What follows belongs to an exercise in optimizing a design on an open flow for small area, a short achievable clock period and few clock cycles per item; a production flow would make more cautious choices. Function was checked by simulation only, so behaviour that the tests miss may differ from the original.

==> flow/design.v (outline; a module is shown in full before it is edited, if it fits) <==
// module adsb_nl: 46 lines
// module adsb_cpr_lat: 478 lines
// module adsb_cpr_lon: 825 lines
// module adsb_crc_hi: 372 lines
// module adsb_crc_lo: 52 lines
// module adsb_encoder: 108 lines
// module adsb_alt_a: 211 lines
// module adsb_alt_b: 186 lines
module adsb_encoder (
    input  wire         clk,
    input  wire         rst,
    input  wire         in_valid,
    output wire         in_ready,
    input  wire [1:0]   op,
    input  wire [23:0]  icao,
    input  wire [2:0]   ca,
    input  wire [4:0]   tc,
    input  wire [1:0]   ss,
    input  wire         nicsb,
    input  wire         tbit,
    input  wire         surface,
    input  wire [31:0]  alt,       
    input  wire [31:0]  lat,       
    input  wire [31:0]  lon,       
    input  wire [63:0]  name,      
    input  wire [87:0]  msg,       
    output wire         out_valid,
    input  wire         out_ready,
    output wire [111:0] frame_e,   
    output wire [111:0] frame_o,
    output wire [7:0]   diag,
    output wire [23:0]  crc,
    output wire         err
);
  // ...
==> flow/flow/run.sh <==
#!/bin/bash
# The standard layout (standard.sh: ORFS synthesis to final layout, unchanged),
# with the port buffers that global placement inserts on every input and output
# made from sky130_fd_sc_hd__buf_1 instead of the cell buffer_ports picks by
# default (clkdlybuf4s50_1, a delay cell of 2.7 times the area and about 0.4 ns more
# delay). Every port still gets its own buffer.
set -euo pipefail
export BUFFER_PORTS_ARGS="-buffer_cell sky130_fd_sc_hd__buf_1"
bash standard.sh finish > standard_flow.log 2>&1
==> flow/standard.sh <==
#!/bin/bash
# synth_recipe.tcl (not shown) runs the flow's synth.tcl, then flattens the netlist and writes it again
# the make line also repeats each setting of config.mk as NAME=value (left out here)
make -C /OpenROAD-flow-scripts/flow DESIGN_CONFIG=/design/flow/config.mk WORK_HOME=/design/flow/orfs CLKGATE_MAP_FILE= SYNTH_SCRIPT=/design/flow/synth_recipe.tcl "${@:-finish}"
==> flow/config.mk <==
export PLATFORM = sky130hd
export DESIGN_NAME = adsb_encoder
export DESIGN_NICKNAME = adsb_encoder
export VERILOG_FILES = /design/flow/design.v
export SDC_FILE = /design/flow/constraint.sdc
export NUM_CORES = 4
export LEC_CHECK = 0
export CAP_MARGIN = 20
export CORE_MARGIN = 2
export CORE_UTILIZATION = 40
export PLACE_DENSITY = 0.6
export SLEW_MARGIN = 55
==> flow/constraint.sdc <==
create_clock -name core_clock -period 34.0 [get_ports {clk}]
set_input_delay 6.8000 -clock core_clock [delete_from_list [all_inputs] [get_ports {clk}]]
set_output_delay 6.8000 -clock core_clock [all_outputs]
set_load 0.01 [all_outputs]
==> impl_metrics.py, run 1 <==
metrics = {
    "outcome": {
        "outcome": "no timing/DRC/antenna violations",
    },
    "placement": {
        "pre_cts_slack_ns": 19.60,
        "dp_hpwl_mm": 103.9,
    },
    "route": {
        "vias": 29510,
        "drt_iter0_drc": 2852,
        "ant_nets": 0,
        "vias_per_cell": 5.651,
    },
    "global_routing": {
        "grt_use_total": 0.2907,
    },
    "finish": {
        "fill_cells": 8467,
        "largest_register_ffs": 88,
        "biggestRegsByFlops": "m_r (88), ol_r (34), z_r (9)",
        "final_area_sq_um": 36100,
        "drive_gt1_frac": 0.05796,
        "layout.area.seq_sq_um": 4104,
        "inverters_excl_clock": 380,
        "area_share_clock_buf_inv": 0.01549,
        "bufAreaShareNonClock": 0.07078,
    },
    "timing": {
        "holdWs_ns": 0.5418,
        "final_hold_viol_count": 0,
        "maxSlewHeadroom": 0.5226,
        "fin_crit_ns": 14.22,
    },
    "critical_path": {
        "cp_num_buf_inv": 5,
        "path_depth": 25,
        "critPathCaptureType": "primary output",
    },
    "min_path": {
        "hold_depth": 2,
    },
    "floorplan": {
        "io_pins": 550,
    },
    "clock_tree": {
        "cts_made_buffers": 17,
        "cts_tree": "done",
        "post_cts_buffers": 0,
        "cts.clk_slew.worst_paths_ns": 0.07,
    },
    "yosys": {
        "ys_top_cells_by_area": "xnor2_1, fa_1, edfxtp_1",
        "ys_ff_latch": 137,
    },
}
Testbench counts, summed over its fixed seeds: cycles 1,928, items 1,920.
==> module adsb_crc_hi, before the edit <==
module adsb_crc_hi (
    input  wire [87:17] m,
    input  wire [16:0]  yo,
    output wire [23:0]  ce,
    output wire [23:0]  co
);
    wire t88 = m[48] ^ m[84];
    wire t89 = m[47] ^ m[85];
    wire t90 = m[55] ^ m[76];
    wire t91 = m[51] ^ m[69];
    wire t92 = m[86] ^ t88;
    wire t93 = m[83] ^ t89;
    wire t94 = m[46] ^ m[82];
    wire t95 = m[56] ^ m[74];
    wire t96 = m[65] ^ m[78];
    wire t97 = m[57] ^ m[64];
    wire t98 = m[80] ^ m[87];
    wire t99 = m[66] ^ m[79];
    wire t100 = m[45] ^ m[81];
    wire t101 = m[49] ^ m[50];
    wire t102 = m[73] ^ m[77];
    wire t103 = m[68] ^ t95;
    wire t104 = m[37] ^ t91;
    wire t105 = m[40] ^ m[53];
    wire t106 = m[39] ^ m[52];
    wire t107 = yo[8] ^ yo[13];
    wire t108 = m[25] ^ m[30];
    wire t109 = m[67] ^ m[75];
    wire t110 = m[42] ^ m[44];
    wire t111 = m[41] ^ m[43];
    wire t112 = m[71] ^ t105;
    wire t113 = m[70] ^ t106;
    wire t114 = m[35] ^ t92;
    wire t115 = m[54] ^ m[72];
    wire t116 = m[24] ^ m[26];
    wire t117 = yo[7] ^ yo[9];
    wire t118 = t90 ^ t102;
    wire t119 = t94 ^ t98;
    wire t120 = t90 ^ t100;
    wire t121 = t99 ^ t111;
    wire t122 = m[38] ^ t93;
    wire t123 = m[36] ^ t97;
    wire t124 = m[58] ^ t96;
    wire t125 = m[63] ^ t103;
    wire t126 = m[65] ^ m[68];
    wire t127 = m[38] ^ m[83];
    wire t128 = yo[1] ^ yo[11];
    wire t129 = m[28] ^ t116;
    wire t130 = yo[0] ^ t107;
    wire t131 = m[17] ^ t108;
    wire t132 = yo[5] ^ t117;
    wire t133 = m[45] ^ t124;
    wire t134 = m[61] ^ t120;
    wire t135 = t94 ^ t101;
    wire t136 = m[44] ^ m[66];
    wire t137 = m[42] ^ m[60];
    wire t138 = m[54] ^ m[79];
    wire t139 = m[62] ^ t99;
    wire t140 = t113 ^ t114;
    wire t141 = m[87] ^ t104;
    wire t142 = m[57] ^ t121;
    wire t143 = m[41] ^ m[59];
    wire t144 = m[56] ^ m[67];
    wire t145 = m[43] ^ m[80];
    wire t146 = t93 ^ t96;
    wire t147 = m[22] ^ m[29];
    wire t148 = m[46] ^ t103;
    wire t149 = m[85] ^ t112;
    wire t150 = t109 ^ t118;
    wire t151 = t122 ^ t136;
    wire t152 = m[82] ^ t98;
    wire t153 = t91 ^ t109;
    wire t154 = m[76] ^ t97;
    wire t155 = m[23] ^ m[33];
    wire t156 = yo[12] ^ yo[15];
    wire t157 = m[32] ^ t131;
    wire t158 = yo[3] ^ yo[4];
    wire t159 = yo[2] ^ yo[6];
    wire t160 = m[20] ^ m[21];
    wire t161 = m[19] ^ m[34];
    wire t162 = m[18] ^ t129;
    wire t163 = m[62] ^ t145;
    wire t164 = m[75] ^ t138;
    wire t165 = m[57] ^ t141;
    wire t166 = t125 ^ t140;
    wire t167 = t126 ^ t163;
    wire t168 = m[70] ^ t133;
    wire t169 = t93 ^ t123;
    wire t170 = t110 ^ t152;
    wire t171 = m[43] ^ t135;
    wire t172 = m[36] ^ t92;
    wire t173 = m[73] ^ t167;
    wire t174 = m[77] ^ t101;
    wire t175 = m[81] ^ t119;
    wire t176 = t88 ^ t115;
    wire t177 = t104 ^ t154;
    wire t178 = t89 ^ t175;
    wire t179 = m[40] ^ m[55];
    wire t180 = yo[10] ^ yo[13];
    wire t181 = m[41] ^ m[64];
    wire t182 = m[71] ^ t118;
    wire t183 = m[60] ^ m[78];
    wire t184 = m[50] ^ t100;
    wire t185 = yo[4] ^ yo[11];
    wire t186 = m[49] ^ t144;
    wire t187 = m[39] ^ t125;
    wire t188 = m[36] ^ t134;
    wire t189 = m[23] ^ m[30];
    wire t190 = t127 ^ t177;
    wire t191 = m[61] ^ m[86];
    wire t192 = m[21] ^ m[28];
    wire t193 = m[48] ^ m[67];
    wire t194 = yo[15] ^ t130;
    wire t195 = t111 ^ t123;
    wire t196 = t127 ^ t171;
    wire t197 = t149 ^ t188;
    wire t198 = t114 ^ t139;
    wire t199 = m[84] ^ t151;
    wire t200 = m[87] ^ t112;
    wire t201 = m[72] ^ t166;
    wire t202 = m[42] ^ t146;
    wire t203 = m[45] ^ t181;
    wire t204 = yo[6] ^ yo[14];
    wire t205 = t110 ^ t165;
    wire t206 = t115 ^ t153;
    wire t207 = m[51] ^ t150;
    wire t208 = t173 ^ t176;
    wire t209 = m[58] ^ t126;
    wire t210 = m[63] ^ t102;
    wire t211 = m[35] ^ t169;
    wire t212 = yo[9] ^ yo[16];
    wire t213 = m[24] ^ m[27];
    wire t214 = m[29] ^ m[31];
    wire t215 = t117 ^ t128;
    wire t216 = t132 ^ t137;
    wire t217 = yo[5] ^ yo[7];
    wire t218 = yo[10] ^ yo[16];
    wire t219 = yo[12] ^ t180;
    wire t220 = m[18] ^ t108;
    wire t221 = t89 ^ t92;
    wire t222 = t192 ^ t203;
    wire t223 = m[71] ^ t110;
    wire t224 = yo[3] ^ t198;
    wire t225 = m[44] ^ t178;
    wire t226 = m[47] ^ m[83];
    wire t227 = m[68] ^ t170;
    wire t228 = t211 ^ t227;
    wire t229 = m[46] ^ m[62];
    wire t230 = m[59] ^ t90;
    wire t231 = m[36] ^ t114;
    wire t232 = t164 ^ t172;
    wire t233 = m[53] ^ t100;
    wire t234 = m[27] ^ t189;
    wire t235 = m[40] ^ t219;
    wire t236 = m[85] ^ t119;
    wire t237 = t168 ^ t200;
    wire t238 = t152 ^ t197;
    wire t239 = m[52] ^ t148;
    wire t240 = t183 ^ t195;
    wire t241 = m[74] ^ t154;
    wire t242 = m[31] ^ t210;
    wire t243 = m[65] ^ t170;
    wire t244 = m[27] ^ t155;
    wire t245 = m[64] ^ t104;
    wire t246 = t95 ^ t243;
    wire t247 = m[58] ^ t199;
    wire t248 = t122 ^ t140;
    wire t249 = t191 ^ t195;
    wire t250 = t107 ^ t142;
    wire t251 = yo[11] ^ t132;
    wire t252 = m[59] ^ t238;
    wire t253 = t149 ^ t186;
    wire t254 = m[59] ^ t239;
    wire t255 = t115 ^ t139;
    wire t256 = t106 ^ t246;
    wire t257 = m[48] ^ t94;
    wire t258 = m[62] ^ m[81];
    wire t259 = m[50] ^ m[77];
    wire t260 = m[52] ^ t231;
    wire t261 = t182 ^ t256;
    wire t262 = t200 ^ t254;
    wire t263 = t183 ^ t206;
    wire t264 = m[46] ^ m[72];
    wire t265 = m[66] ^ t88;
    wire t266 = m[69] ^ t179;
    wire t267 = m[84] ^ t119;
    wire t268 = m[37] ^ t101;
    wire t269 = t141 ^ t232;
    wire t270 = m[47] ^ m[56];
    wire t271 = m[38] ^ t252;
    wire t272 = m[39] ^ t267;
    wire t273 = m[49] ^ t179;
    wire t274 = t148 ^ t182;
    wire t275 = m[69] ^ t262;
    wire t276 = m[61] ^ t146;
    wire t277 = t119 ^ t230;
    wire t278 = t151 ^ t241;
    wire t279 = t133 ^ t143;
    wire t280 = m[73] ^ t95;
    wire t281 = m[75] ^ t134;
    wire t282 = t110 ^ t208;
    wire t283 = m[20] ^ t147;
    wire t284 = t247 ^ t249;
    wire t285 = t101 ^ t113;
    wire t286 = t174 ^ t263;
    wire t287 = t121 ^ t260;
    wire t288 = m[86] ^ t228;
    wire t289 = t225 ^ t287;
    wire t290 = t92 ^ t207;
    wire t291 = t112 ^ t144;
    wire t292 = t270 ^ t282;
    wire t293 = t205 ^ t215;
    wire t294 = t194 ^ t196;
    wire t295 = t202 ^ t265;
    wire t296 = t168 ^ t266;
    wire t297 = m[84] ^ t148;
    wire t298 = m[33] ^ t220;
    wire t299 = m[39] ^ t190;
    wire t300 = t245 ^ t292;
    wire t301 = t164 ^ t276;
    wire t302 = m[44] ^ t280;
    wire t303 = m[31] ^ t147;
    wire t304 = t157 ^ t162;
    wire t305 = t258 ^ t284;
    wire t306 = yo[0] ^ t251;
    wire t307 = t143 ^ t229;
    wire t308 = m[48] ^ t142;
    wire t309 = m[63] ^ t184;
    wire t310 = m[32] ^ t155;
    wire t311 = t128 ^ t158;
    wire t312 = m[76] ^ t295;
    wire t313 = t143 ^ t172;
    wire t314 = t223 ^ t272;
    wire t315 = t209 ^ t290;
    wire t316 = m[66] ^ t240;
    wire t317 = m[74] ^ t193;
    wire t318 = m[53] ^ t286;
    wire t319 = m[49] ^ t94;
    wire t320 = t206 ^ t278;
    wire t321 = t150 ^ t237;
    wire t322 = m[70] ^ t221;
    wire t323 = m[78] ^ t268;
    wire t324 = t91 ^ t271;
    wire t325 = t113 ^ t138;
    wire t326 = t317 ^ t323;
    wire t327 = t113 ^ t315;
    wire t328 = t135 ^ t296;
    wire t329 = m[50] ^ m[59];
    wire t330 = m[73] ^ t316;
    wire t331 = t208 ^ t253;
    wire t332 = t275 ^ t312;
    wire t333 = t99 ^ t190;
    wire t334 = t120 ^ t202;
    wire t335 = m[21] ^ t137;
    wire t336 = t124 ^ t274;
    wire t337 = m[68] ^ t324;
    wire t338 = t226 ^ t319;
    wire t339 = m[35] ^ m[60];
    wire t340 = t105 ^ t178;
    wire t341 = t104 ^ t285;
    wire t342 = t97 ^ t329;
    wire t343 = t327 ^ t338;
    wire t344 = m[61] ^ t115;
    wire t345 = m[51] ^ t334;
    wire t346 = m[23] ^ t108;
    wire t347 = t116 ^ t335;
    wire t348 = t255 ^ t336;
    wire t349 = m[17] ^ m[22];
    wire t350 = m[77] ^ t291;
    wire t351 = t201 ^ t333;
    wire t352 = t236 ^ t279;
    wire t353 = t318 ^ t322;
    wire t354 = t184 ^ t248;
    wire t355 = t233 ^ t326;
    wire t356 = t308 ^ t337;
    wire t357 = t185 ^ t204;
    wire t358 = m[19] ^ t187;
    wire t359 = m[60] ^ t354;
    wire t360 = yo[4] ^ t216;
    wire t361 = t197 ^ t297;
    wire t362 = m[26] ^ t161;
    wire t363 = t156 ^ t212;
    wire t364 = t193 ^ t302;
    wire t365 = m[33] ^ m[34];
    wire t366 = t281 ^ t339;
    wire t367 = t211 ^ t344;
    wire t368 = t90 ^ t201;
    wire t369 = t351 ^ t352;
    wire t370 = t325 ^ t361;
    wire t371 = t93 ^ t273;
    wire t372 = t277 ^ t341;
    wire t373 = t96 ^ t207;
    wire t374 = t100 ^ t269;
    wire t375 = t259 ^ t301;
    wire t376 = t328 ^ t364;
    wire t377 = t309 ^ t320;
    wire t378 = t186 ^ t289;
    wire t379 = t350 ^ t359;
    wire t380 = yo[14] ^ t156;
    wire t381 = t129 ^ t349;
    wire t382 = t145 ^ t264;
    wire t383 = t199 ^ t372;
    wire t384 = m[51] ^ t379;
    wire t385 = t209 ^ t374;
    wire t386 = m[37] ^ t348;
    wire t387 = m[40] ^ t283;
    wire t388 = t300 ^ t366;
    wire t389 = t345 ^ t382;
    wire t390 = t257 ^ t377;
    wire t391 = t299 ^ t331;
    wire t392 = t330 ^ t340;
    wire t393 = t191 ^ t376;
    wire t394 = t174 ^ t332;
    wire t395 = t314 ^ t375;
    wire t396 = t313 ^ t386;
    wire t397 = t307 ^ t371;
    wire t398 = yo[2] ^ yo[8];
    wire t399 = t153 ^ t305;
    wire t400 = t261 ^ t342;
    wire t401 = t288 ^ t355;
    wire t402 = t368 ^ t392;
    wire t403 = m[34] ^ t192;
    wire t404 = t321 ^ t367;
    assign ce[0] = t189 ^ t213 ^ t214 ^ t222 ^ t343;
    assign ce[1] = m[24] ^ m[28] ^ t157 ^ t303 ^ t394;
    assign ce[2] = m[26] ^ t142 ^ t214 ^ t220 ^ t310 ^ t353;
    assign ce[3] = m[29] ^ t222 ^ t310 ^ t362 ^ t395;
    assign ce[4] = m[30] ^ t198 ^ t213 ^ t365 ^ t387 ^ t389;
    assign ce[5] = t242 ^ t346 ^ t378 ^ t403;
    assign ce[6] = m[32] ^ t116 ^ t303 ^ t401;
    assign ce[7] = t157 ^ t196 ^ t244 ^ t385;
    assign ce[8] = m[31] ^ t162 ^ t365 ^ t383;
    assign ce[9] = m[25] ^ m[27] ^ m[29] ^ m[32] ^ t161 ^ t384;
    assign ce[10] = t116 ^ t160 ^ t214 ^ t244 ^ t404;
    assign ce[11] = m[22] ^ t157 ^ t213 ^ t396 ^ t403;
    assign ce[12] = m[22] ^ m[27] ^ t298 ^ t347 ^ t369;
    assign ce[13] = t131 ^ t147 ^ t161 ^ t347 ^ t356;
    assign ce[14] = m[25] ^ t147 ^ t160 ^ t162 ^ t388;
    assign ce[15] = m[25] ^ m[31] ^ t358 ^ t381 ^ t399;
    assign ce[16] = t160 ^ t205 ^ t242 ^ t304 ^ t397;
    assign ce[17] = m[22] ^ t137 ^ t155 ^ t196 ^ t304 ^ t358 ^ t373;
    assign ce[18] = m[28] ^ t142 ^ t160 ^ t298 ^ t362 ^ t393;
    assign ce[19] = m[20] ^ t161 ^ t189 ^ t198 ^ t381 ^ t400;
    assign ce[20] = m[18] ^ m[20] ^ m[28] ^ t131 ^ t402;
    assign ce[21] = m[19] ^ t162 ^ t205 ^ t234 ^ t370;
    assign ce[22] = m[19] ^ t160 ^ t346 ^ t391;
    assign ce[23] = m[26] ^ m[28] ^ t234 ^ t387 ^ t390;
    assign co[0] = yo[7] ^ t203 ^ t219 ^ t343 ^ t357;
    assign co[1] = yo[11] ^ t130 ^ t217 ^ t380 ^ t394;
    assign co[2] = yo[1] ^ t204 ^ t250 ^ t353 ^ t363;
    assign co[3] = ~(t159 ^ t185 ^ t203 ^ t363 ^ t395);
    assign co[4] = ~(yo[16] ^ t217 ^ t224 ^ t235 ^ t389);
    assign co[5] = ~(t107 ^ t210 ^ t357 ^ t378);
    assign co[6] = t132 ^ t380 ^ t401;
    assign co[7] = yo[6] ^ t218 ^ t294 ^ t385;
    assign co[8] = ~(yo[14] ^ yo[16] ^ t215 ^ t383);
    assign co[9] = ~(yo[10] ^ t156 ^ t384 ^ t398);
    assign co[10] = yo[12] ^ t117 ^ t158 ^ t204 ^ t218 ^ t404;
    assign co[11] = ~(yo[10] ^ t185 ^ t194 ^ t217 ^ t396);
    assign co[12] = yo[1] ^ t107 ^ t218 ^ t360 ^ t369;
    assign co[13] = ~(yo[2] ^ yo[12] ^ t130 ^ t356 ^ t360);
    assign co[14] = yo[8] ^ yo[12] ^ t132 ^ t311 ^ t388;
    assign co[15] = yo[14] ^ t187 ^ t306 ^ t398 ^ t399;
    assign co[16] = yo[14] ^ t158 ^ t194 ^ t210 ^ t293 ^ t397;
    assign co[17] = yo[16] ^ t128 ^ t159 ^ t187 ^ t216 ^ t294 ^ t373;
    assign co[18] = ~(yo[2] ^ t212 ^ t250 ^ t311 ^ t393);
    assign co[19] = ~(yo[13] ^ t159 ^ t224 ^ t306 ^ t400);
    assign co[20] = yo[3] ^ t128 ^ t130 ^ t402;
    assign co[21] = t159 ^ t180 ^ t293 ^ t370;
    assign co[22] = t107 ^ t158 ^ t159 ^ t391;
    assign co[23] = yo[3] ^ yo[5] ^ yo[6] ^ yo[9] ^ yo[11] ^ t235 ^ t390;
endmodule
==> module adsb_encoder, before the edit <==
module adsb_encoder (
    input  wire         clk,
    input  wire         rst,
    input  wire         in_valid,
    output wire         in_ready,
    input  wire [1:0]   op,
    input  wire [23:0]  icao,
    input  wire [2:0]   ca,
    input  wire [4:0]   tc,
    input  wire [1:0]   ss,
    input  wire         nicsb,
    input  wire         tbit,
    input  wire         surface,
    input  wire [31:0]  alt,       
    input  wire [31:0]  lat,       
    input  wire [31:0]  lon,       
    input  wire [63:0]  name,      
    input  wire [87:0]  msg,       
    output wire         out_valid,
    input  wire         out_ready,
    output wire [111:0] frame_e,   
    output wire [111:0] frame_o,
    output wire [7:0]   diag,
    output wire [23:0]  crc,
    output wire         err
);
    localparam [1:0] OP_POS = 2'd0, OP_ID = 2'd1;
    wire [8:0]  alt_z;
    adsb_alt_a u_alt_a (.alt(alt), .z(alt_z));
    wire [31:0] la = surface ? {lat[27:0], 4'd0} : lat;
    wire [31:0] lo = surface ? {lon[27:0], 4'd0} : lon;
    wire [5:0]  nl_base;
    wire        nl_past, nl_far;
    adsb_nl u_nl (.lat(lat), .base(nl_base), .past(nl_past), .far(nl_far));
    wire [16:0] yz_e, yz_o;
    adsb_cpr_lat u_lat (.la(la), .yz_e(yz_e), .yz_o(yz_o));
    wire [5:0]  nl_base_m1 = nl_base - 6'd1;
    wire [5:0]  nl = nl_past ? nl_base_m1 : nl_base;    
    function [6:0] char_code(input [7:0] ch);
        begin
            if (ch >= 8'h30 && ch <= 8'h39)
                char_code = {1'b0, ch[5:0]};
            else if ((ch >= 8'h41 && ch <= 8'h5A) || (ch >= 8'h61 && ch <= 8'h7A))
                char_code = {2'b00, ch[4:0]};
            else if (ch == 8'h5F)
                char_code = {1'b0, 6'd32};
            else
                char_code = {1'b1, 6'd32};
        end
    endfunction
    reg [47:0] id_chars;
    reg [7:0]  id_diag;
    integer i;
    always @* begin
        for (i = 0; i < 8; i = i + 1)
            {id_diag[i], id_chars[47 - 6*i -: 6]} = char_code(name[63 - 8*i -: 8]);
    end
    wire        is_pos = (op == OP_POS);
    wire [31:0] hdr = {5'd17, ca, icao};
    wire [87:0] m_d  = is_pos ? {hdr, tc, ss, nicsb, alt[11:0], tbit, lo[17], yz_e, lo[16:0]} :
                       (op == OP_ID) ? {hdr, 5'd1, 3'd0, id_chars} : msg;
    wire [33:0] ol_d = {yz_o, nl, lo[28:26], (op == OP_ID) ? id_diag : lo[25:18]};
    reg        full;
    reg [87:0] m_r;
    reg [33:0] ol_r;
    reg [2:0]  ex_r;
    reg [8:0]  z_r;
    reg        pos_r, err_r;
    assign in_ready = ~full | out_ready;
    wire accept = in_valid & in_ready;
    always @(posedge clk) begin
        if (rst)
            full <= 1'b0;
        else if (accept)
            full <= 1'b1;
        else if (out_ready)
            full <= 1'b0;
    end
    always @(posedge clk) begin
        if (accept) begin
            m_r   <= m_d;
            ol_r  <= ol_d;
            ex_r  <= lo[31:29];
            z_r   <= alt_z;
            pos_r <= is_pos;
            err_r <= (op == 2'd3);
        end
    end
    wire [31:0] lo_r = {ex_r, ol_r[10:0], m_r[34], m_r[16:0]};
    wire [16:0] xz_e, xz_o;
    adsb_cpr_lon u_lon (.lo(lo_r), .nl(ol_r[16:11]), .xz_e(xz_e), .xz_o(xz_o));
    wire [11:0] alt12;
    adsb_alt_b u_alt_b (.a(m_r[47:36]), .z(z_r), .alt12(alt12));
    wire [87:0] me = {m_r[87:48], pos_r ? alt12 : m_r[47:36], m_r[35], m_r[34] & ~pos_r,
                      m_r[33:17], pos_r ? xz_e : m_r[16:0]};
    wire [23:0] ce_hi, co_hi, ce_lo, co_lo;
    adsb_crc_hi u_crc_hi (.m(me[87:17]), .yo(ol_r[33:17]), .ce(ce_hi), .co(co_hi));
    adsb_crc_lo u_crc_le (.x(me[16:0]), .c(ce_lo));
    adsb_crc_lo u_crc_lo (.x(xz_o), .c(co_lo));
    wire [23:0] crc_e = ce_hi ^ ce_lo;
    wire [23:0] crc_o = co_hi ^ co_lo;
    assign out_valid = full;
    assign frame_e   = {me, crc_e};
    assign frame_o   = {me[87:35], 1'b1, ol_r[33:17], xz_o, crc_o};
    assign crc       = crc_e;
    assign diag      = ol_r[7:0];
    assign err       = err_r;
endmodule
==> run 2: changes to the inputs <==
--- a/flow/design.v
+++ b/flow/design.v
@@ -1348,376 +1348,220 @@
     assign xz_o = {x814, x812, x810, x808, x806, x804, x802, x800, x798, x796, x794, x792, x790, x788, x786, x784, x782};
 endmodule
 module adsb_crc_hi (
-    input  wire [87:17] m,
-    input  wire [16:0]  yo,
-    output wire [23:0]  ce,
-    output wire [23:0]  co
+    input  wire [70:0] x,
+    output wire [23:0] c
+);
+    wire t71 = x[13] ^ x[31];
+    wire t72 = x[30] ^ x[68];
+    wire t73 = x[7] ^ x[59];
+    wire t74 = x[11] ^ x[29];
+    wire t75 = x[9] ^ x[40];
+    wire t76 = x[49] ^ t71;
+    wire t77 = x[8] ^ x[39];
+    wire t78 = x[67] ^ x[69];
+    wire t79 = x[34] ^ x[52];
+    wire t80 = x[66] ^ t72;
+    wire t81 = x[38] ^ t73;
+    wire t82 = x[12] ^ x[28];
+    wire t83 = x[65] ^ x[70];
+    wire t84 = x[4] ^ x[56];
+    wire t85 = x[5] ^ x[25];
+    wire t86 = x[62] ^ t76;
+    wire t87 = x[51] ^ x[57];
+    wire t88 = x[48] ^ x[61];
+    wire t89 = x[63] ^ t83;
+    wire t90 = x[14] ^ x[32];
+    wire t91 = x[6] ^ x[60];
+    wire t92 = x[26] ^ x[64];
+    wire t93 = x[2] ^ x[22];
+    wire t94 = x[20] ^ t79;
+    wire t95 = x[24] ^ t74;
+    wire t96 = x[3] ^ x[23];
+    wire t97 = x[27] ^ t75;
+    wire t98 = x[15] ^ x[33];
+    wire t99 = x[18] ^ x[47];
+    wire t100 = x[16] ^ t88;
+    wire t101 = x[50] ^ x[58];
+    wire t102 = t80 ^ t82;
+    wire t103 = t78 ^ t86;
+    wire t104 = x[1] ^ x[53];
+    wire t105 = x[37] ^ x[55];
+    wire t106 = t77 ^ t87;
+    wire t107 = x[36] ^ x[54];
+    wire t108 = x[19] ^ t92;
+    wire t109 = x[10] ^ x[41];
+    wire t110 = t84 ^ t95;
+    wire t111 = x[35] ^ t89;
+    wire t112 = t81 ^ t85;
+    wire t113 = x[0] ^ x[42];
+    wire t114 = x[21] ^ t93;
+    wire t115 = x[17] ^ t103;
+    wire t116 = x[23] ^ t107;
+    wire t117 = t91 ^ t101;
+    wire t118 = x[67] ^ t94;
+    wire t119 = x[46] ^ t106;
+    wire t120 = x[48] ^ x[51];
+    wire t121 = x[50] ^ t77;
+    wire t122 = x[33] ^ x[57];
+    wire t123 = t78 ^ t108;
+    wire t124 = x[43] ^ t75;
+    wire t125 = x[37] ^ x[62];
+    wire t126 = t90 ^ t98;
+    wire t127 = x[45] ^ t105;
+    wire t128 = x[28] ^ t104;
+    wire t129 = t90 ^ t110;
+    wire t130 = x[35] ^ t116;
+    wire t131 = x[32] ^ x[66];
+    wire t132 = x[0] ^ t123;
+    wire t133 = x[64] ^ t102;
+    wire t134 = x[24] ^ t79;
+    wire t135 = x[7] ^ t97;
+    wire t136 = t96 ^ t100;
+    wire t137 = x[9] ^ x[27];
+    wire t138 = t81 ^ t109;
+    wire t139 = t99 ^ t111;
+    wire t140 = t97 ^ t122;
+    wire t141 = x[60] ^ t113;
+    wire t142 = x[17] ^ x[44];
+    wire t143 = x[36] ^ x[61];
+    wire t144 = t71 ^ t120;
+    wire t145 = x[59] ^ t96;
+    wire t146 = x[16] ^ x[21];
+    wire t147 = x[45] ^ t135;
+    wire t148 = x[63] ^ t112;
+    wire t149 = t94 ^ t109;
+    wire t150 = t89 ^ t142;
+    wire t151 = t98 ^ t100;
+    wire t152 = x[10] ^ x[34];
+    wire t153 = x[53] ^ t138;
+    wire t154 = t118 ^ t137;
+    wire t155 = t76 ^ t145;
+    wire t156 = x[12] ^ t126;
+    wire t157 = x[70] ^ t141;
+    wire t158 = x[47] ^ t101;
+    wire t159 = x[56] ^ t119;
+    wire t160 = t72 ^ t143;
+    wire t161 = x[4] ^ t150;
+    wire t162 = x[47] ^ t144;
+    wire t163 = t88 ^ t106;
+    wire t164 = x[68] ^ t118;
+    wire t165 = x[5] ^ t158;
+    wire t166 = x[19] ^ x[70];
+    wire t167 = x[13] ^ x[25];
+    wire t168 = x[6] ^ t131;
+    wire t169 = x[26] ^ t121;
+    wire t170 = t91 ^ t115;
+    wire t171 = t80 ^ t147;
+    wire t172 = t104 ^ t160;
+    wire t173 = x[68] ^ t124;
+    wire t174 = x[22] ^ t139;
+    wire t175 = x[43] ^ t114;
+    wire t176 = t84 ^ t127;
+    wire t177 = t102 ^ t136;
+    wire t178 = x[55] ^ t174;
+    wire t179 = x[65] ^ t74;
+    wire t180 = x[14] ^ x[44];
+    wire t181 = t74 ^ t81;
+    wire t182 = x[39] ^ t93;
+    wire t183 = x[46] ^ t129;
+    wire t184 = t117 ^ t153;
+    wire t185 = x[31] ^ t133;
+    wire t186 = x[29] ^ t149;
+    wire t187 = t73 ^ t85;
+    wire t188 = x[19] ^ x[20];
+    wire t189 = t112 ^ t113;
+    wire t190 = x[6] ^ x[10];
+    wire t191 = t92 ^ t148;
+    wire t192 = x[58] ^ t125;
+    wire t193 = x[18] ^ t152;
+    wire t194 = x[30] ^ t82;
+    wire t195 = x[21] ^ t173;
+    wire t196 = x[8] ^ t134;
+    wire t197 = x[3] ^ x[11];
+    wire t198 = x[26] ^ t117;
+    wire t199 = x[2] ^ t86;
+    assign c[0] = x[22] ^ x[34] ^ x[35] ^ x[65] ^ x[66] ^ t78 ^ t129 ^ t162 ^ t184 ^ t194;
+    assign c[1] = x[52] ^ x[67] ^ t74 ^ t76 ^ t80 ^ t130 ^ t156 ^ t157 ^ t163 ^ t187;
+    assign c[2] = x[16] ^ t103 ^ t105 ^ t124 ^ t156 ^ t172 ^ t196 ^ t198;
+    assign c[3] = x[25] ^ x[47] ^ x[54] ^ x[67] ^ t91 ^ t93 ^ t95 ^ t102 ^ t137 ^ t151 ^ t161 ^ t192;
+    assign c[4] = x[29] ^ x[45] ^ x[55] ^ t115 ^ t177 ^ t191 ^ t193;
+    assign c[5] = x[18] ^ x[27] ^ t72 ^ t108 ^ t111 ^ t121 ^ t170 ^ t183;
+    assign c[6] = x[50] ^ x[69] ^ t85 ^ t87 ^ t89 ^ t99 ^ t126 ^ t135 ^ t143 ^ t185 ^ t188;
+    assign c[7] = x[8] ^ x[28] ^ t83 ^ t98 ^ t132 ^ t144 ^ t146 ^ t168 ^ t186 ^ t192;
+    assign c[8] = x[17] ^ x[22] ^ x[33] ^ x[42] ^ x[49] ^ t80 ^ t90 ^ t104 ^ t111 ^ t146 ^ t154 ^ t181;
+    assign c[9] = x[17] ^ x[53] ^ x[60] ^ t78 ^ t98 ^ t121 ^ t130 ^ t175 ^ t185 ^ t193;
+    assign c[10] = t75 ^ t84 ^ t99 ^ t105 ^ t107 ^ t166 ^ t177 ^ t180 ^ t184;
+    assign c[11] = x[5] ^ x[15] ^ x[54] ^ t110 ^ t115 ^ t127 ^ t138 ^ t141 ^ t163 ^ t188;
+    assign c[12] = x[4] ^ x[24] ^ x[42] ^ x[66] ^ t100 ^ t103 ^ t119 ^ t128 ^ t178 ^ t186 ^ t187 ^ t195;
+    assign c[13] = x[51] ^ t82 ^ t108 ^ t116 ^ t161 ^ t189 ^ t195 ^ t196 ^ t199;
+    assign c[14] = x[1] ^ x[31] ^ x[43] ^ x[44] ^ x[58] ^ t77 ^ t99 ^ t120 ^ t154 ^ t176 ^ t191 ^ t194 ^ t197;
+    assign c[15] = x[11] ^ x[41] ^ x[49] ^ t114 ^ t119 ^ t132 ^ t134 ^ t165 ^ t171 ^ t180;
+    assign c[16] = x[1] ^ x[8] ^ x[15] ^ x[38] ^ t94 ^ t96 ^ t157 ^ t167 ^ t171 ^ t183;
+    assign c[17] = x[0] ^ x[1] ^ x[9] ^ x[13] ^ x[34] ^ t112 ^ t131 ^ t151 ^ t159 ^ t175 ^ t179 ^ t198;
+    assign c[18] = x[32] ^ x[38] ^ x[41] ^ x[52] ^ x[65] ^ x[69] ^ t110 ^ t128 ^ t136 ^ t140 ^ t142 ^ t169 ^ t199;
+    assign c[19] = x[45] ^ x[48] ^ x[54] ^ x[56] ^ t139 ^ t140 ^ t170 ^ t182 ^ t189 ^ t197;
+    assign c[20] = x[38] ^ x[40] ^ x[43] ^ t95 ^ t132 ^ t155 ^ t159 ^ t172 ^ t178;
+    assign c[21] = x[44] ^ x[64] ^ t87 ^ t97 ^ t125 ^ t128 ^ t130 ^ t164 ^ t166 ^ t167 ^ t181 ^ t182 ^ t190;
+    assign c[22] = x[40] ^ x[63] ^ t107 ^ t114 ^ t145 ^ t162 ^ t164 ^ t168 ^ t169 ^ t176;
+    assign c[23] = x[21] ^ x[46] ^ t79 ^ t105 ^ t133 ^ t140 ^ t155 ^ t165 ^ t179 ^ t190;
+endmodule
+module adsb_crc_mid (
+    input  wire [16:0] x,
+    output wire [23:0] c
 );
-    wire t88 = m[48] ^ m[84];
-    wire t89 = m[47] ^ m[85];
-    wire t90 = m[55] ^ m[76];
-    wire t91 = m[51] ^ m[69];
-    wire t92 = m[86] ^ t88;
-    wire t93 = m[83] ^ t89;
-    wire t94 = m[46] ^ m[82];
-    wire t95 = m[56] ^ m[74];
-    wire t96 = m[65] ^ m[78];
-    wire t97 = m[57] ^ m[64];
-    wire t98 = m[80] ^ m[87];
-    wire t99 = m[66] ^ m[79];
-    wire t100 = m[45] ^ m[81];
-    wire t101 = m[49] ^ m[50];
-    wire t102 = m[73] ^ m[77];
-    wire t103 = m[68] ^ t95;
-    wire t104 = m[37] ^ t91;
-    wire t105 = m[40] ^ m[53];
-    wire t106 = m[39] ^ m[52];
-    wire t107 = yo[8] ^ yo[13];
-    wire t108 = m[25] ^ m[30];
-    wire t109 = m[67] ^ m[75];
-    wire t110 = m[42] ^ m[44];
-    wire t111 = m[41] ^ m[43];
-    wire t112 = m[71] ^ t105;
-    wire t113 = m[70] ^ t106;
-    wire t114 = m[35] ^ t92;
-    wire t115 = m[54] ^ m[72];
-    wire t116 = m[24] ^ m[26];
-    wire t117 = yo[7] ^ yo[9];
-    wire t118 = t90 ^ t102;
-    wire t119 = t94 ^ t98;
-    wire t120 = t90 ^ t100;
-    wire t121 = t99 ^ t111;
-    wire t122 = m[38] ^ t93;
-    wire t123 = m[36] ^ t97;
-    wire t124 = m[58] ^ t96;
-    wire t125 = m[63] ^ t103;
-    wire t126 = m[65] ^ m[68];
-    wire t127 = m[38] ^ m[83];
-    wire t128 = yo[1] ^ yo[11];
-    wire t129 = m[28] ^ t116;
-    wire t130 = yo[0] ^ t107;
-    wire t131 = m[17] ^ t108;
-    wire t132 = yo[5] ^ t117;
-    wire t133 = m[45] ^ t124;
-    wire t134 = m[61] ^ t120;
-    wire t135 = t94 ^ t101;
-    wire t136 = m[44] ^ m[66];
-    wire t137 = m[42] ^ m[60];
-    wire t138 = m[54] ^ m[79];
-    wire t139 = m[62] ^ t99;
-    wire t140 = t113 ^ t114;
-    wire t141 = m[87] ^ t104;
-    wire t142 = m[57] ^ t121;
-    wire t143 = m[41] ^ m[59];
-    wire t144 = m[56] ^ m[67];
-    wire t145 = m[43] ^ m[80];
-    wire t146 = t93 ^ t96;
-    wire t147 = m[22] ^ m[29];
-    wire t148 = m[46] ^ t103;
-    wire t149 = m[85] ^ t112;
-    wire t150 = t109 ^ t118;
-    wire t151 = t122 ^ t136;
-    wire t152 = m[82] ^ t98;
-    wire t153 = t91 ^ t109;
-    wire t154 = m[76] ^ t97;
-    wire t155 = m[23] ^ m[33];
-    wire t156 = yo[12] ^ yo[15];
-    wire t157 = m[32] ^ t131;
-    wire t158 = yo[3] ^ yo[4];
-    wire t159 = yo[2] ^ yo[6];
-    wire t160 = m[20] ^ m[21];
-    wire t161 = m[19] ^ m[34];
-    wire t162 = m[18] ^ t129;
-    wire t163 = m[62] ^ t145;
-    wire t164 = m[75] ^ t138;
-    wire t165 = m[57] ^ t141;
-    wire t166 = t125 ^ t140;
-    wire t167 = t126 ^ t163;
-    wire t168 = m[70] ^ t133;
-    wire t169 = t93 ^ t123;
-    wire t170 = t110 ^ t152;
-    wire t171 = m[43] ^ t135;
-    wire t172 = m[36] ^ t92;
-    wire t173 = m[73] ^ t167;
-    wire t174 = m[77] ^ t101;
-    wire t175 = m[81] ^ t119;
-    wire t176 = t88 ^ t115;
-    wire t177 = t104 ^ t154;
-    wire t178 = t89 ^ t175;
-    wire t179 = m[40] ^ m[55];
-    wire t180 = yo[10] ^ yo[13];
-    wire t181 = m[41] ^ m[64];
-    wire t182 = m[71] ^ t118;
-    wire t183 = m[60] ^ m[78];
-    wire t184 = m[50] ^ t100;
-    wire t185 = yo[4] ^ yo[11];
-    wire t186 = m[49] ^ t144;
-    wire t187 = m[39] ^ t125;
-    wire t188 = m[36] ^ t134;
-    wire t189 = m[23] ^ m[30];
-    wire t190 = t127 ^ t177;
-    wire t191 = m[61] ^ m[86];
-    wire t192 = m[21] ^ m[28];
-    wire t193 = m[48] ^ m[67];
-    wire t194 = yo[15] ^ t130;
-    wire t195 = t111 ^ t123;
-    wire t196 = t127 ^ t171;
-    wire t197 = t149 ^ t188;
-    wire t198 = t114 ^ t139;
-    wire t199 = m[84] ^ t151;
-    wire t200 = m[87] ^ t112;
-    wire t201 = m[72] ^ t166;
-    wire t202 = m[42] ^ t146;
-    wire t203 = m[45] ^ t181;
-    wire t204 = yo[6] ^ yo[14];
-    wire t205 = t110 ^ t165;
-    wire t206 = t115 ^ t153;
-    wire t207 = m[51] ^ t150;
-    wire t208 = t173 ^ t176;
-    wire t209 = m[58] ^ t126;
-    wire t210 = m[63] ^ t102;
-    wire t211 = m[35] ^ t169;
-    wire t212 = yo[9] ^ yo[16];
-    wire t213 = m[24] ^ m[27];
-    wire t214 = m[29] ^ m[31];
-    wire t215 = t117 ^ t128;
-    wire t216 = t132 ^ t137;
-    wire t217 = yo[5] ^ yo[7];
-    wire t218 = yo[10] ^ yo[16];
-    wire t219 = yo[12] ^ t180;
-    wire t220 = m[18] ^ t108;
-    wire t221 = t89 ^ t92;
-    wire t222 = t192 ^ t203;
-    wire t223 = m[71] ^ t110;
-    wire t224 = yo[3] ^ t198;
-    wire t225 = m[44] ^ t178;
-    wire t226 = m[47] ^ m[83];
-    wire t227 = m[68] ^ t170;
-    wire t228 = t211 ^ t227;
-    wire t229 = m[46] ^ m[62];
-    wire t230 = m[59] ^ t90;
-    wire t231 = m[36] ^ t114;
-    wire t232 = t164 ^ t172;
-    wire t233 = m[53] ^ t100;
-    wire t234 = m[27] ^ t189;
-    wire t235 = m[40] ^ t219;
-    wire t236 = m[85] ^ t119;
-    wire t237 = t168 ^ t200;
-    wire t238 = t152 ^ t197;
-    wire t239 = m[52] ^ t148;
-    wire t240 = t183 ^ t195;
-    wire t241 = m[74] ^ t154;
-    wire t242 = m[31] ^ t210;
-    wire t243 = m[65] ^ t170;
-    wire t244 = m[27] ^ t155;
-    wire t245 = m[64] ^ t104;
-    wire t246 = t95 ^ t243;
-    wire t247 = m[58] ^ t199;
-    wire t248 = t122 ^ t140;
-    wire t249 = t191 ^ t195;
-    wire t250 = t107 ^ t142;
-    wire t251 = yo[11] ^ t132;
-    wire t252 = m[59] ^ t238;
-    wire t253 = t149 ^ t186;
-    wire t254 = m[59] ^ t239;
-    wire t255 = t115 ^ t139;
-    wire t256 = t106 ^ t246;
-    wire t257 = m[48] ^ t94;
-    wire t258 = m[62] ^ m[81];
-    wire t259 = m[50] ^ m[77];
-    wire t260 = m[52] ^ t231;
-    wire t261 = t182 ^ t256;
-    wire t262 = t200 ^ t254;
-    wire t263 = t183 ^ t206;
-    wire t264 = m[46] ^ m[72];
-    wire t265 = m[66] ^ t88;
-    wire t266 = m[69] ^ t179;
-    wire t267 = m[84] ^ t119;
-    wire t268 = m[37] ^ t101;
-    wire t269 = t141 ^ t232;
-    wire t270 = m[47] ^ m[56];
-    wire t271 = m[38] ^ t252;
-    wire t272 = m[39] ^ t267;
-    wire t273 = m[49] ^ t179;
-    wire t274 = t148 ^ t182;
-    wire t275 = m[69] ^ t262;
-    wire t276 = m[61] ^ t146;
-    wire t277 = t119 ^ t230;
-    wire t278 = t151 ^ t241;
-    wire t279 = t133 ^ t143;
-    wire t280 = m[73] ^ t95;
-    wire t281 = m[75] ^ t134;
-    wire t282 = t110 ^ t208;
-    wire t283 = m[20] ^ t147;
-    wire t284 = t247 ^ t249;
-    wire t285 = t101 ^ t113;
-    wire t286 = t174 ^ t263;
-    wire t287 = t121 ^ t260;
-    wire t288 = m[86] ^ t228;
-    wire t289 = t225 ^ t287;
-    wire t290 = t92 ^ t207;
-    wire t291 = t112 ^ t144;
-    wire t292 = t270 ^ t282;
-    wire t293 = t205 ^ t215;
-    wire t294 = t194 ^ t196;
-    wire t295 = t202 ^ t265;
-    wire t296 = t168 ^ t266;
-    wire t297 = m[84] ^ t148;
-    wire t298 = m[33] ^ t220;
-    wire t299 = m[39] ^ t190;
-    wire t300 = t245 ^ t292;
-    wire t301 = t164 ^ t276;
-    wire t302 = m[44] ^ t280;
-    wire t303 = m[31] ^ t147;
-    wire t304 = t157 ^ t162;
-    wire t305 = t258 ^ t284;
-    wire t306 = yo[0] ^ t251;
-    wire t307 = t143 ^ t229;
-    wire t308 = m[48] ^ t142;
-    wire t309 = m[63] ^ t184;
-    wire t310 = m[32] ^ t155;
-    wire t311 = t128 ^ t158;
-    wire t312 = m[76] ^ t295;
-    wire t313 = t143 ^ t172;
-    wire t314 = t223 ^ t272;
-    wire t315 = t209 ^ t290;
-    wire t316 = m[66] ^ t240;
-    wire t317 = m[74] ^ t193;
-    wire t318 = m[53] ^ t286;
-    wire t319 = m[49] ^ t94;
-    wire t320 = t206 ^ t278;
-    wire t321 = t150 ^ t237;
-    wire t322 = m[70] ^ t221;
-    wire t323 = m[78] ^ t268;
-    wire t324 = t91 ^ t271;
-    wire t325 = t113 ^ t138;
-    wire t326 = t317 ^ t323;
-    wire t327 = t113 ^ t315;
-    wire t328 = t135 ^ t296;
-    wire t329 = m[50] ^ m[59];
-    wire t330 = m[73] ^ t316;
-    wire t331 = t208 ^ t253;
-    wire t332 = t275 ^ t312;
-    wire t333 = t99 ^ t190;
-    wire t334 = t120 ^ t202;
-    wire t335 = m[21] ^ t137;
-    wire t336 = t124 ^ t274;
-    wire t337 = m[68] ^ t324;
-    wire t338 = t226 ^ t319;
-    wire t339 = m[35] ^ m[60];
-    wire t340 = t105 ^ t178;
-    wire t341 = t104 ^ t285;
-    wire t342 = t97 ^ t329;
-    wire t343 = t327 ^ t338;
-    wire t344 = m[61] ^ t115;
-    wire t345 = m[51] ^ t334;
-    wire t346 = m[23] ^ t108;
-    wire t347 = t116 ^ t335;
-    wire t348 = t255 ^ t336;
-    wire t349 = m[17] ^ m[22];
-    wire t350 = m[77] ^ t291;
-    wire t351 = t201 ^ t333;
-    wire t352 = t236 ^ t279;
-    wire t353 = t318 ^ t322;
-    wire t354 = t184 ^ t248;
-    wire t355 = t233 ^ t326;
-    wire t356 = t308 ^ t337;
-    wire t357 = t185 ^ t204;
-    wire t358 = m[19] ^ t187;
-    wire t359 = m[60] ^ t354;
-    wire t360 = yo[4] ^ t216;
-    wire t361 = t197 ^ t297;
-    wire t362 = m[26] ^ t161;
-    wire t363 = t156 ^ t212;
-    wire t364 = t193 ^ t302;
-    wire t365 = m[33] ^ m[34];
-    wire t366 = t281 ^ t339;
-    wire t367 = t211 ^ t344;
-    wire t368 = t90 ^ t201;
-    wire t369 = t351 ^ t352;
-    wire t370 = t325 ^ t361;
-    wire t371 = t93 ^ t273;
-    wire t372 = t277 ^ t341;
-    wire t373 = t96 ^ t207;
-    wire t374 = t100 ^ t269;
-    wire t375 = t259 ^ t301;
-    wire t376 = t328 ^ t364;
-    wire t377 = t309 ^ t320;
-    wire t378 = t186 ^ t289;
-    wire t379 = t350 ^ t359;
-    wire t380 = yo[14] ^ t156;
-    wire t381 = t129 ^ t349;
-    wire t382 = t145 ^ t264;
-    wire t383 = t199 ^ t372;
-    wire t384 = m[51] ^ t379;
-    wire t385 = t209 ^ t374;
-    wire t386 = m[37] ^ t348;
-    wire t387 = m[40] ^ t283;
-    wire t388 = t300 ^ t366;
-    wire t389 = t345 ^ t382;
-    wire t390 = t257 ^ t377;
-    wire t391 = t299 ^ t331;
-    wire t392 = t330 ^ t340;
-    wire t393 = t191 ^ t376;
-    wire t394 = t174 ^ t332;
-    wire t395 = t314 ^ t375;
-    wire t396 = t313 ^ t386;
-    wire t397 = t307 ^ t371;
-    wire t398 = yo[2] ^ yo[8];
-    wire t399 = t153 ^ t305;
-    wire t400 = t261 ^ t342;
-    wire t401 = t288 ^ t355;
-    wire t402 = t368 ^ t392;
-    wire t403 = m[34] ^ t192;
-    wire t404 = t321 ^ t367;
-    assign ce[0] = t189 ^ t213 ^ t214 ^ t222 ^ t343;
-    assign ce[1] = m[24] ^ m[28] ^ t157 ^ t303 ^ t394;
-    assign ce[2] = m[26] ^ t142 ^ t214 ^ t220 ^ t310 ^ t353;
-    assign ce[3] = m[29] ^ t222 ^ t310 ^ t362 ^ t395;
-    assign ce[4] = m[30] ^ t198 ^ t213 ^ t365 ^ t387 ^ t389;
-    assign ce[5] = t242 ^ t346 ^ t378 ^ t403;
-    assign ce[6] = m[32] ^ t116 ^ t303 ^ t401;
-    assign ce[7] = t157 ^ t196 ^ t244 ^ t385;
-    assign ce[8] = m[31] ^ t162 ^ t365 ^ t383;
-    assign ce[9] = m[25] ^ m[27] ^ m[29] ^ m[32] ^ t161 ^ t384;
-    assign ce[10] = t116 ^ t160 ^ t214 ^ t244 ^ t404;
-    assign ce[11] = m[22] ^ t157 ^ t213 ^ t396 ^ t403;
-    assign ce[12] = m[22] ^ m[27] ^ t298 ^ t347 ^ t369;
-    assign ce[13] = t131 ^ t147 ^ t161 ^ t347 ^ t356;
-    assign ce[14] = m[25] ^ t147 ^ t160 ^ t162 ^ t388;
-    assign ce[15] = m[25] ^ m[31] ^ t358 ^ t381 ^ t399;
-    assign ce[16] = t160 ^ t205 ^ t242 ^ t304 ^ t397;
-    assign ce[17] = m[22] ^ t137 ^ t155 ^ t196 ^ t304 ^ t358 ^ t373;
-    assign ce[18] = m[28] ^ t142 ^ t160 ^ t298 ^ t362 ^ t393;
-    assign ce[19] = m[20] ^ t161 ^ t189 ^ t198 ^ t381 ^ t400;
-    assign ce[20] = m[18] ^ m[20] ^ m[28] ^ t131 ^ t402;
-    assign ce[21] = m[19] ^ t162 ^ t205 ^ t234 ^ t370;
-    assign ce[22] = m[19] ^ t160 ^ t346 ^ t391;
-    assign ce[23] = m[26] ^ m[28] ^ t234 ^ t387 ^ t390;
-    assign co[0] = yo[7] ^ t203 ^ t219 ^ t343 ^ t357;
-    assign co[1] = yo[11] ^ t130 ^ t217 ^ t380 ^ t394;
-    assign co[2] = yo[1] ^ t204 ^ t250 ^ t353 ^ t363;
-    assign co[3] = ~(t159 ^ t185 ^ t203 ^ t363 ^ t395);
-    assign co[4] = ~(yo[16] ^ t217 ^ t224 ^ t235 ^ t389);
-    assign co[5] = ~(t107 ^ t210 ^ t357 ^ t378);
-    assign co[6] = t132 ^ t380 ^ t401;
-    assign co[7] = yo[6] ^ t218 ^ t294 ^ t385;
-    assign co[8] = ~(yo[14] ^ yo[16] ^ t215 ^ t383);
-    assign co[9] = ~(yo[10] ^ t156 ^ t384 ^ t398);
-    assign co[10] = yo[12] ^ t117 ^ t158 ^ t204 ^ t218 ^ t404;
-    assign co[11] = ~(yo[10] ^ t185 ^ t194 ^ t217 ^ t396);
-    assign co[12] = yo[1] ^ t107 ^ t218 ^ t360 ^ t369;
-    assign co[13] = ~(yo[2] ^ yo[12] ^ t130 ^ t356 ^ t360);
-    assign co[14] = yo[8] ^ yo[12] ^ t132 ^ t311 ^ t388;
-    assign co[15] = yo[14] ^ t187 ^ t306 ^ t398 ^ t399;
-    assign co[16] = yo[14] ^ t158 ^ t194 ^ t210 ^ t293 ^ t397;
-    assign co[17] = yo[16] ^ t128 ^ t159 ^ t187 ^ t216 ^ t294 ^ t373;
-    assign co[18] = ~(yo[2] ^ t212 ^ t250 ^ t311 ^ t393);
-    assign co[19] = ~(yo[13] ^ t159 ^ t224 ^ t306 ^ t400);
-    assign co[20] = yo[3] ^ t128 ^ t130 ^ t402;
-    assign co[21] = t159 ^ t180 ^ t293 ^ t370;
-    assign co[22] = t107 ^ t158 ^ t159 ^ t391;
-    assign co[23] = yo[3] ^ yo[5] ^ yo[6] ^ yo[9] ^ yo[11] ^ t235 ^ t390;
+    wire t17 = x[8] ^ x[13];
+    wire t18 = x[7] ^ x[9];
+    wire t19 = x[1] ^ x[11];
+    wire t20 = x[5] ^ t18;
+    wire t21 = x[0] ^ t17;
+    wire t22 = x[6] ^ x[11];
+    wire t23 = x[10] ^ x[12];
+    wire t24 = x[3] ^ x[4];
+    wire t25 = x[15] ^ t21;
+    wire t26 = x[6] ^ x[16];
+    wire t27 = x[2] ^ t20;
+    wire t28 = x[13] ^ t23;
+    wire t29 = x[12] ^ x[15];
+    wire t30 = x[5] ^ x[7];
+    wire t31 = x[14] ^ t18;
+    wire t32 = x[4] ^ t22;
+    wire t33 = t19 ^ t24;
+    wire t34 = x[14] ^ t32;
+    wire t35 = t25 ^ t26;
+    wire t36 = x[14] ^ t29;
+    wire t37 = x[11] ^ t30;
+    wire t38 = x[1] ^ t17;
+    wire t39 = x[0] ^ t27;
+    wire t40 = x[4] ^ x[10];
+    wire t41 = x[2] ^ x[16];
+    wire t42 = x[9] ^ t41;
+    wire t43 = x[3] ^ t22;
+    wire t44 = t25 ^ t37;
+    wire t45 = x[2] ^ x[6];
+    assign c[0] = x[7] ^ t28 ^ t34;
+    assign c[1] = x[12] ^ x[14] ^ t44;
+    assign c[2] = x[9] ^ t26 ^ t36 ^ t38;
+    assign c[3] = t29 ^ t32 ^ t42;
+    assign c[4] = x[3] ^ x[16] ^ t28 ^ t30;
+    assign c[5] = t17 ^ t34;
+    assign c[6] = t20 ^ t36;
+    assign c[7] = x[10] ^ t35;
+    assign c[8] = x[16] ^ t19 ^ t31;
+    assign c[9] = x[2] ^ x[8] ^ x[15] ^ t23;
+    assign c[10] = t23 ^ t24 ^ t26 ^ t31;
+    assign c[11] = t40 ^ t44;
+    assign c[12] = x[16] ^ t20 ^ t38 ^ t40;
+    assign c[13] = x[4] ^ x[12] ^ t21 ^ t27;
+    assign c[14] = x[8] ^ x[12] ^ t20 ^ t33;
+    assign c[15] = x[8] ^ x[11] ^ x[14] ^ t39;
+    assign c[16] = t25 ^ t31 ^ t33;
+    assign c[17] = t19 ^ t27 ^ t35;
+    assign c[18] = t17 ^ t33 ^ t42;
+    assign c[19] = x[13] ^ t39 ^ t43;
+    assign c[20] = x[3] ^ t19 ^ t21;
+    assign c[21] = x[10] ^ x[13] ^ t18 ^ t19 ^ t45;
+    assign c[22] = t17 ^ t24 ^ t45;
+    assign c[23] = x[5] ^ x[9] ^ t28 ^ t43;
 endmodule
 module adsb_crc_lo (
     input  wire [16:0] x,
@@ -1866,12 +1710,14 @@
     adsb_alt_b u_alt_b (.a(m_r[47:36]), .z(z_r), .alt12(alt12));
     wire [87:0] me = {m_r[87:48], pos_r ? alt12 : m_r[47:36], m_r[35], m_r[34] & ~pos_r,
                       m_r[33:17], pos_r ? xz_e : m_r[16:0]};
-    wire [23:0] ce_hi, co_hi, ce_lo, co_lo;
-    adsb_crc_hi u_crc_hi (.m(me[87:17]), .yo(ol_r[33:17]), .ce(ce_hi), .co(co_hi));
-    adsb_crc_lo u_crc_le (.x(me[16:0]), .c(ce_lo));
-    adsb_crc_lo u_crc_lo (.x(xz_o), .c(co_lo));
-    wire [23:0] crc_e = ce_hi ^ ce_lo;
-    wire [23:0] crc_o = co_hi ^ co_lo;
+    wire [23:0] c_hi, c_dy, ce_lo, co_lo;
+    adsb_crc_hi  u_crc_hi (.x(me[87:17]), .c(c_hi));
+    adsb_crc_mid u_crc_dy (.x(me[33:17] ^ ol_r[33:17]), .c(c_dy));
+    adsb_crc_lo  u_crc_le (.x(me[16:0]), .c(ce_lo));
+    adsb_crc_lo  u_crc_lo (.x(xz_o), .c(co_lo));
+    localparam [23:0] CRC_B34 = 24'h0c2b38;      
+    wire [23:0] crc_e = c_hi ^ ce_lo;
+    wire [23:0] crc_o = c_hi ^ c_dy ^ co_lo ^ CRC_B34;
     assign out_valid = full;
     assign frame_e   = {me, crc_e};
     assign frame_o   = {me[87:35], 1'b1, ol_r[33:17], xz_o, crc_o};
--- a/flow/config.mk
+++ b/flow/config.mk
@@ -9,4 +9,4 @@
 export CORE_MARGIN = 2
 export CORE_UTILIZATION = 40
 export PLACE_DENSITY = 0.6
-export SLEW_MARGIN = 55
+export SLEW_MARGIN = 50
==> run 2 against run 1 <==
  * Still clean on timing, DRC and antenna
  * Die area down 2.3%
  * Fmax down 4.2%
  * Synthesized area down 2.3%
  * Clock skew up 0.0067 ns
  * Highest routed layer is now met4
==> impl_metrics.py, run 2 <==
metrics = {
    "finish": {
        "final_cell_mix": "xnor2_1, buf_1, inv_1",
        "nNetsFinal": 4826,
        "biggestRegsByFlops": "m_r (88), ol_r (34), z_r (9)",
        "largest_register_ffs": 88,
        "multi_input_area_sq_um": 25500,
        "fin_util": 0.4379,
        "final_common_cell": "xnor2_1",
        "fill_cells": 8089,
        "layout.area.seq_sq_um": 4104,
        "top_register": "m_r",
        "drive_gt1_frac": 0.05971,
        "syn2layout_area_growth_pct": 8.186,
        "final_area_sq_um": 35390,
    },
    "yosys": {
        "yosysTopAreaCellShare": 0.1620,
        "synth_edf_count": 136,
        "avgSynthCellArea_sq_um": 8.683,
        "yosysTopAreaCell": "xnor2_1",
        "syn_nets": 4553,
        "ys_warn_count": 1,
        "netlist_area_sq_um": 32710,
        "synthCells": 3767,
        "ys_ff_latch": 137,
        "synth-main-ff-cell": "edfxtp_1",
        "async_flop_share": 0,
        "yosysUniqueCellTypes": 101,
        "synth.yosys.seq_area_share": 0.1255,
        "ys_top_cells_by_area": "xnor2_1, fa_1, edfxtp_1",
        "synth_common_cells": "xnor2_1, inv_1, ha_1, nand2_1, fa_1",
        "synth_most_common_cell": "xnor2_1",
    },
    "global_routing": {
        "gr-max-usage-layer": "met2",
        "met3_usage": 0.06250,
        "antenna_found_initial": 5,
        "grt-ovfl-total": 0,
        "grt_pass1_vias": 27750,
        "met1_usage": 0.4192,
        "grt_use_met2": 0.4518,
        "grt_max_degree": 75,
        "grt_use_total": 0.2971,
        "grt_pass1_wl_mm": 186.3,
    },
    "timing": {
        "final_hold_viol_count": 0,
        "maxSlewHeadroom": 0.4411,
        "fin_ws_ns": 19.15,
        "report.final.slew_viol_count": 0,
        "setup_tns_ns": 0,
        "worstMarginPinSlew_ns": 0.8383,
        "setup_viol": 0,
        "rsz0062_at_grt": "false",
        "fin_crit_ns": 14.85,
        "fmax_ghz": 0.06736,
        "fin_crit_sh": 0.4366,
        "skew_ns": 0.01856,
    },
    "critical_path": {
        "criticalPathCategory": "primary input to flip-flop",
        "crit_fanout": 74,
        "max_stage_delay_ns": 0.58,
        "cp_data_arrival_time_ns": 15.07,
        "critPathCaptureType": "flip-flop",
        "critPathLaunchType": "primary input",
        "required_ns": 34.23,
        "cp_slowest_cell": "o21ai_2",
    },
    "clock_tree": {
        "cts_made_buffers": 17,
        "htree_levels": 4,
        "cts_root_buf": "clkbuf_16",
        "cts_tree": "done",
        "post_cts_buffers": 0,
        "insertion_delay_ns": 0.50,
        "clock-sinks": 137,
        "ctsHoldBuffers": 0,
        "cts.clk_slew.worst_paths_ns": 0.08,
        "cts_resized": 0,
        "cts_buffer_depth": 2,
    },
    "route": {
        "vias_per_cell": 5.570,
        "firstDrtPassIters": 9,
        "vias": 28490,
        "drt_iter0_drc": 2834,
        "routed_wl_mm": 127.6,
        "drc_errors": 0,
        "ant_nets": 0,
        "wl_per_cell_um": 24.94,
    },
    "floorplan": {
        "die-height_um": 290.0,
        "dieWidth_um": 290.0,
        "io_pins": 550,
        "dieArea_sq_um": 84080,
        "rows": 104,
        "core_area_sq_um": 80810,
        "floorplan.initialDensity": 0.4048,
    },
    "placement": {
        "dpl-instance-area_sq_um": 34740,
        "dp_hpwl_mm": 105.1,
        "gp_congestion": 1.015,
        "io_buffers": 548,
        "pre_cts_slack_ns": 18.85,
    },
    "min_path": {
        "hold_class": "flip-flop to flip-flop",
    },
    "flow_run": {
        "max-cap-violations": 0,
    },
    "outcome": {
        "outcome": "no timing/DRC/antenna violations",
    },
}
## run 2: stage by stage
stage          hold WS (ns)  cells
2_1_floorplan        0.5930   3767
4_1_cts              0.5538   5113
3_5_place_dp         0.5443   5081
3_3_place_gp         0.5236   5079
6_report             0.5473   5116
5_1_grt              0.6158   5114
## run 2: path summary, 6_finish.rpt
path / start / end / slack (ns) / depth (start not counted)
hold reg to reg: full / full / 0.55 / 2
hold / removal: full / full / 0.55 / 2
setup / recovery: lat[31] / ol_r[12] / 19.15 / 32
setup reg to reg: full / z_r[8] / 32.20 / 3
## run 2: layout make-up
class | instances | share of cell area
Antenna cell | 3 | 0.0002121
Multi-Input combinational cell | 2925 | 0.7207
Timing Repair Buffer | 598 | 0.06983
Tap cell | 1060 | 0.03748
Clock inverter | 15 | 0.005480
Clock buffer | 17 | 0.01202
Sequential cell | 137 | 0.1160
Inverter | 361 | 0.03829
## run 2: cell families after synthesis
family | share of synthesized area
muxes | 0.03990
xor gates and xnor gates | 0.2273
adders and majority gates | 0.2426
buffers and inverters | 0.1022
other | 0.0001146
AOI/OAI and AO/OA | 0.1374
DFF | 0.1255
and+or+nand+nor | 0.1250
## run 2: routing by layer
| layer | up-vias | share of wire | wire length (um) |
|---|---|---|---|
| li1 | 13040 | - | - |
| met1 | 13970 | 0.44 | 56400 |
| met2 | 1303 | 0.43 | 55280 |
| met4 | 0 | 0.031 | 4003 |
| met5 | - | 0 | 0 |
| met3 | 184 | 0.093 | 11900 |
## run 2: critical path: cells and delay by family
kind | cells | cell delay (ns)
and+or+nand+nor | 6 | 1.24
adders and majority gates | 3 | 1.21
muxes | 2 | 0.34
buffers and inverters | 4 | 1.16
AOI/OAI and AO/OA | 16 | 3.74
xor gates and xnor gates | 1 | 0.55
Testbench counts of run 2, summed over its fixed seeds: cycles 1,928, items 1,920.

static timing again, ports no longer ideal:
No port has a modelled driver above. Below, the same layouts with a new extraction and two added sets of constraints. Step 1 sets driving cells, clkbuf_16 on the clock port and buf_2 on the other inputs (assumed; they add their load-dependent delay and slew). Step 2 times the ports against the registers' clock, not the clock port: input delays grow and output delays shrink by t, the midpoint of the rising clock arrivals with the driver on. Slacks: ideal / step 1 / step 2; pairs: ideal / step 1.
run	shift t [ns]	setup slack, ns	worst register clock-pin slew, ns
run 1	0.544	19.778 / 19.713 / 19.410	0.08 / 0.08
run 2	0.554	19.155 / 19.189 / 18.635	0.10 / 0.10
After both steps setup and hold are still met in every run listed. For run 2, which loses most, drivers alone change the setup slack by +0.034 ns; drivers and shift together by -0.520 ns.
